From an optimization exercise on the open Yosys and OpenROAD flow, aimed at small area, a short achievable clock period and few clock cycles per item; shortcuts taken in it are not production practice.
Where RTL was checked, it was by simulation tests only, not by an equivalence proof against the original.

== main ==
==> flow/design.v <==
module agc4_alu (
    input  wire        clk,
    input  wire        rst,       
    input  wire        start,
    input  wire [2:0]  op,
    input  wire [15:0] a_in,      
    input  wire [15:0] k_in,      
    output wire        ready,
    output reg         done,
    output wire [15:0] res_a,
    output wire [15:0] res_lp,
    output reg  [1:0]  skip
);
    localparam OP_AD   = 3'd0;
    localparam OP_SU   = 3'd1;
    localparam OP_CS   = 3'd2;
    localparam OP_MASK = 3'd3;
    localparam OP_CCS  = 3'd4;
    localparam OP_MP   = 3'd5;
    localparam OP_DV   = 3'd6;
    localparam OP_TS   = 3'd7;
    reg         busy;       
    reg  [2:0]  cnt;        
    reg         md_dv;      
    reg         neg;        
    reg         inc;        
    reg  [15:0] h;          
    reg  [13:0] l;          
    reg  [13:0] d;          
    assign ready = !busy;
    wire [15:0] add_b = op[0] ? ~k_in : k_in;
    wire [16:0] add_s = {1'b0, a_in} + {1'b0, add_b};
    wire [15:0] nabs_k  = k_in[15] ? k_in : ~k_in;               
    wire        k_zero  = (k_in == 16'o000000) || (k_in == 16'o177777);
    wire        a_ovf   = a_in[15] ^ a_in[14];
    wire [15:0] ts_r    = a_ovf ? 16'o000001 : a_in;
    wire [13:0] abs_a   = a_in[15] ? ~a_in[13:0] : a_in[13:0];
    wire        sr  = h[14];                                    
    wire [14:0] dd  = sr ? {1'b0, d} : ~{1'b0, d};              
    wire [14:0] t1  = {h[13:0], 1'b0} + dd + {14'd0, ~sr};
    wire [14:0] ca  = {h[12:0], 2'b00} + dd + {14'd0, ~sr};
    wire [15:0] x3  = md_dv ? {1'b0, h[12:0], 2'b00} : {2'b00, h[13:0]};
    wire [15:0] y3  = md_dv ? {dd, ~sr} : {1'b0, d & {14{l[1]}}, 1'b0};
    wire [15:0] z3  = md_dv ? {dd[14], dd} : {2'b00, d & {14{l[0]}}};
    wire [15:0] cs_s = x3 ^ y3 ^ z3;
    wire [15:0] cs_c = (x3 & y3) | (x3 & z3) | (y3 & z3);
    wire [15:0] cb  = cs_s + {cs_c[14:0], md_dv & ~sr} + {15'd0, md_dv & ~sr};
    wire        pick_b = (t1[14] == sr);
    wire [14:0] s2  = pick_b ? cb[14:0] : ca;
    wire [13:0] l_rev = {l[0], l[1], l[2], l[3], l[4], l[5], l[6],
                         l[7], l[8], l[9], l[10], l[11], l[12], l[13]};
    wire [15:0] h_inc = h + {15'd0, inc};
    assign res_a  = (md_dv ? {2'b00, l_rev} : h_inc) ^ {16{neg}};
    assign res_lp = {2'b00, l} ^ {16{neg}};
    always @(posedge clk) begin
        if (rst) begin
            busy <= 1'b0;
            done <= 1'b0;
        end else if (busy) begin
            busy <= (cnt != 3'd0);
            done <= (cnt == 3'd0);
        end else begin
            busy <= start && (op == OP_MP || op == OP_DV);
            done <= start && !(op == OP_MP || op == OP_DV);
        end
    end
    always @(posedge clk) begin
        skip <= 2'd0;
        inc  <= 1'b0;
        if (busy) begin
            cnt <= cnt - 3'd1;
            if (md_dv) begin
                h <= {1'b0, s2};
                l <= {~s2[14], ~t1[14], l[13:2]};
            end else begin
                h <= {2'b00, cb[15:2]};
                l <= {cb[1:0], l[13:2]};
            end
        end else begin
            cnt   <= 3'd6;
            md_dv <= (op == OP_DV);
            neg   <= 1'b0;
            d     <= ~nabs_k[13:0];
            l     <= abs_a;
            case (op)
                OP_AD, OP_SU: begin
                    h   <= add_s[15:0];
                    inc <= add_s[16];
                end
                OP_CS: begin
                    h    <= k_in;
                    neg  <= 1'b1;
                end
                OP_MASK:      h <= a_in & k_in;
                OP_CCS: begin
                    h    <= nabs_k;
                    inc  <= !k_zero;
                    neg  <= 1'b1;
                    skip <= {k_in[15], k_zero};
                end
                OP_MP: begin
                    h    <= 16'd0;
                    neg  <= a_in[15] ^ k_in[15];
                end
                OP_DV: begin
                    h    <= {2'b00, abs_a};
                    neg  <= a_in[15] ^ k_in[15];
                end
                default: begin    
                    h    <= ts_r;
                    neg  <= a_ovf & a_in[15];
                    skip <= {1'b0, a_ovf};
                end
            endcase
        end
    end
endmodule
clock: 7.0 ns
lec_check: 0
cap_margin: 20
core_margin: 2
core_utilization: 40
place_density: 0.6
setup_slack_margin: 2.8
slew_margin: 20
standard.sh (not shown) runs the stock make flow with config.mk's settings and CLKGATE_MAP_FILE= SYNTH_SCRIPT=/design/flow/synth_recipe.tcl, a recipe that flattens the netlist after the stock synthesis.
==> flow/flow/run.sh <==
#!/bin/bash
# Standard layout, with the input and output port buffers made as buf_2
# instead of the flow's default choice. Each tool's output goes to the
# ORFS logs; make's own output goes to standard.log.
set -euo pipefail
export BUFFER_PORTS_ARGS="-buffer_cell sky130_fd_sc_hd__buf_2"
bash standard.sh > standard.log 2>&1
Testbench counts of main, summed over its fixed seeds: cycles 10,046, items 3,200.
## Diff of input files: the feature branch against main
--- a/flow/design.v
+++ b/flow/design.v
@@ -21,19 +21,33 @@
     localparam OP_TS   = 3'd7;
     reg         busy;       
     reg  [2:0]  cnt;        
     reg         md_dv;      
     reg         neg;        
-    reg         inc;        
     reg  [15:0] h;          
     reg  [13:0] l;          
     reg  [13:0] d;          
     assign ready = !busy;
     wire [15:0] add_b = op[0] ? ~k_in : k_in;
-    wire [16:0] add_s = {1'b0, a_in} + {1'b0, add_b};
+    wire [15:0] add_g = a_in & add_b;
+    wire [15:0] add_p = a_in ^ add_b;
+    reg  [15:0] cg, cp;                  
+    integer     i, j;
+    always @(*) begin
+        cg = add_g;
+        cp = add_p;
+        for (i = 0; i < 4; i = i + 1)
+            for (j = 15; j >= (1 << i); j = j - 1) begin
+                cg[j] = cg[j] | (cp[j] & cg[j - (1 << i)]);
+                cp[j] = cp[j] & cp[j - (1 << i)];
+            end
+    end
+    wire        add_c = cg[15];          
+    wire [15:0] add_r = add_p ^ ({cg[14:0], 1'b0} | ({cp[14:0], 1'b1} & {16{add_c}}));
     wire [15:0] nabs_k  = k_in[15] ? k_in : ~k_in;               
     wire        k_zero  = (k_in == 16'o000000) || (k_in == 16'o177777);
+    wire [15:0] ccs_r   = k_zero ? 16'd0 : ~nabs_k - 16'd1;        
     wire        a_ovf   = a_in[15] ^ a_in[14];
     wire [15:0] ts_r    = a_ovf ? 16'o000001 : a_in;
     wire [13:0] abs_a   = a_in[15] ? ~a_in[13:0] : a_in[13:0];
     wire        sr  = h[14];                                    
     wire [14:0] dd  = sr ? {1'b0, d} : ~{1'b0, d};              
@@ -47,12 +61,11 @@
     wire [15:0] cb  = cs_s + {cs_c[14:0], md_dv & ~sr} + {15'd0, md_dv & ~sr};
     wire        pick_b = (t1[14] == sr);
     wire [14:0] s2  = pick_b ? cb[14:0] : ca;
     wire [13:0] l_rev = {l[0], l[1], l[2], l[3], l[4], l[5], l[6],
                          l[7], l[8], l[9], l[10], l[11], l[12], l[13]};
-    wire [15:0] h_inc = h + {15'd0, inc};
-    assign res_a  = (md_dv ? {2'b00, l_rev} : h_inc) ^ {16{neg}};
+    assign res_a  = (md_dv ? {2'b00, l_rev} : h) ^ {16{neg}};
     assign res_lp = {2'b00, l} ^ {16{neg}};
     always @(posedge clk) begin
         if (rst) begin
             busy <= 1'b0;
             done <= 1'b0;
@@ -64,11 +77,10 @@
             done <= start && !(op == OP_MP || op == OP_DV);
         end
     end
     always @(posedge clk) begin
         skip <= 2'd0;
-        inc  <= 1'b0;
         if (busy) begin
             cnt <= cnt - 3'd1;
             if (md_dv) begin
                 h <= {1'b0, s2};
                 l <= {~s2[14], ~t1[14], l[13:2]};
@@ -81,23 +93,18 @@
             md_dv <= (op == OP_DV);
             neg   <= 1'b0;
             d     <= ~nabs_k[13:0];
             l     <= abs_a;
             case (op)
-                OP_AD, OP_SU: begin
-                    h   <= add_s[15:0];
-                    inc <= add_s[16];
-                end
+                OP_AD, OP_SU: h <= add_r;
                 OP_CS: begin
                     h    <= k_in;
                     neg  <= 1'b1;
                 end
                 OP_MASK:      h <= a_in & k_in;
                 OP_CCS: begin
-                    h    <= nabs_k;
-                    inc  <= !k_zero;
-                    neg  <= 1'b1;
+                    h    <= ccs_r;
                     skip <= {k_in[15], k_zero};
                 end
                 OP_MP: begin
                     h    <= 16'd0;
                     neg  <= a_in[15] ^ k_in[15];
Results
- The feature branch went all the way through synthesis, placement and routing and the layout is clean on timing, DRC and antenna.
- Of main and the feature branch, the run reporting the higher final critical-path required period was the feature branch.
- The feature branch vs. main: standard cell core area went up by 850 um2.
- Utilization of the core after routing across main and the feature branch: no real change.
- Period utilization came out higher on the feature branch than on main.
- The feature branch vs. main: per-instance average area after synthesis did not really move; cell area after placement up about 4.3%.
- For the worst-case setup slack after placement, the feature branch came in 120 ps lower than main did.
- The feature branch vs main, global-route usage went up by 1.7 points.
- The feature branch vs main: number of global-route vias before repair up by a little under 10%
- Diff main -> the feature branch | worst reg2reg path depth | decrease of 2
- The routed wire length in main is 0.865 times that in the feature branch.
- Number of logic inverters in the finished layout, main and the feature branch: higher on the feature branch
- Setup slack in the feature branch vs main: down 44 ps
- Layout buffering overhead excluding clock cells of the feature branch is on par with main.
Only the layout flow was run in the feature branch; the RTL was not checked for function there.

static timing again, ports no longer ideal:
No port has a modelled driver above. Below, the same layouts with a new extraction and two added sets of constraints.
Step 1 assumes that a clkbuf_16 drives the clock port and a buf_2 every other input.
Step 2 also shifts input and output timing later by t, the mid clock arrival at the registers, as if the neighbouring blocks saw the same clock.
Slacks: ideal ports / drivers / drivers and shift; pairs: ideal ports / drivers.
run	t, ns	setup slack, ns	worst slew at a driven data input, ns
main	0.328	2.999 / 2.999 / 2.776	0.04
the feature branch	0.332	2.955 / 2.971 / 2.639	0.06
After both steps setup and hold are still met in every run listed. For the feature branch, which loses most, drivers alone change the setup slack by +0.016 ns; drivers and shift together by -0.316 ns.
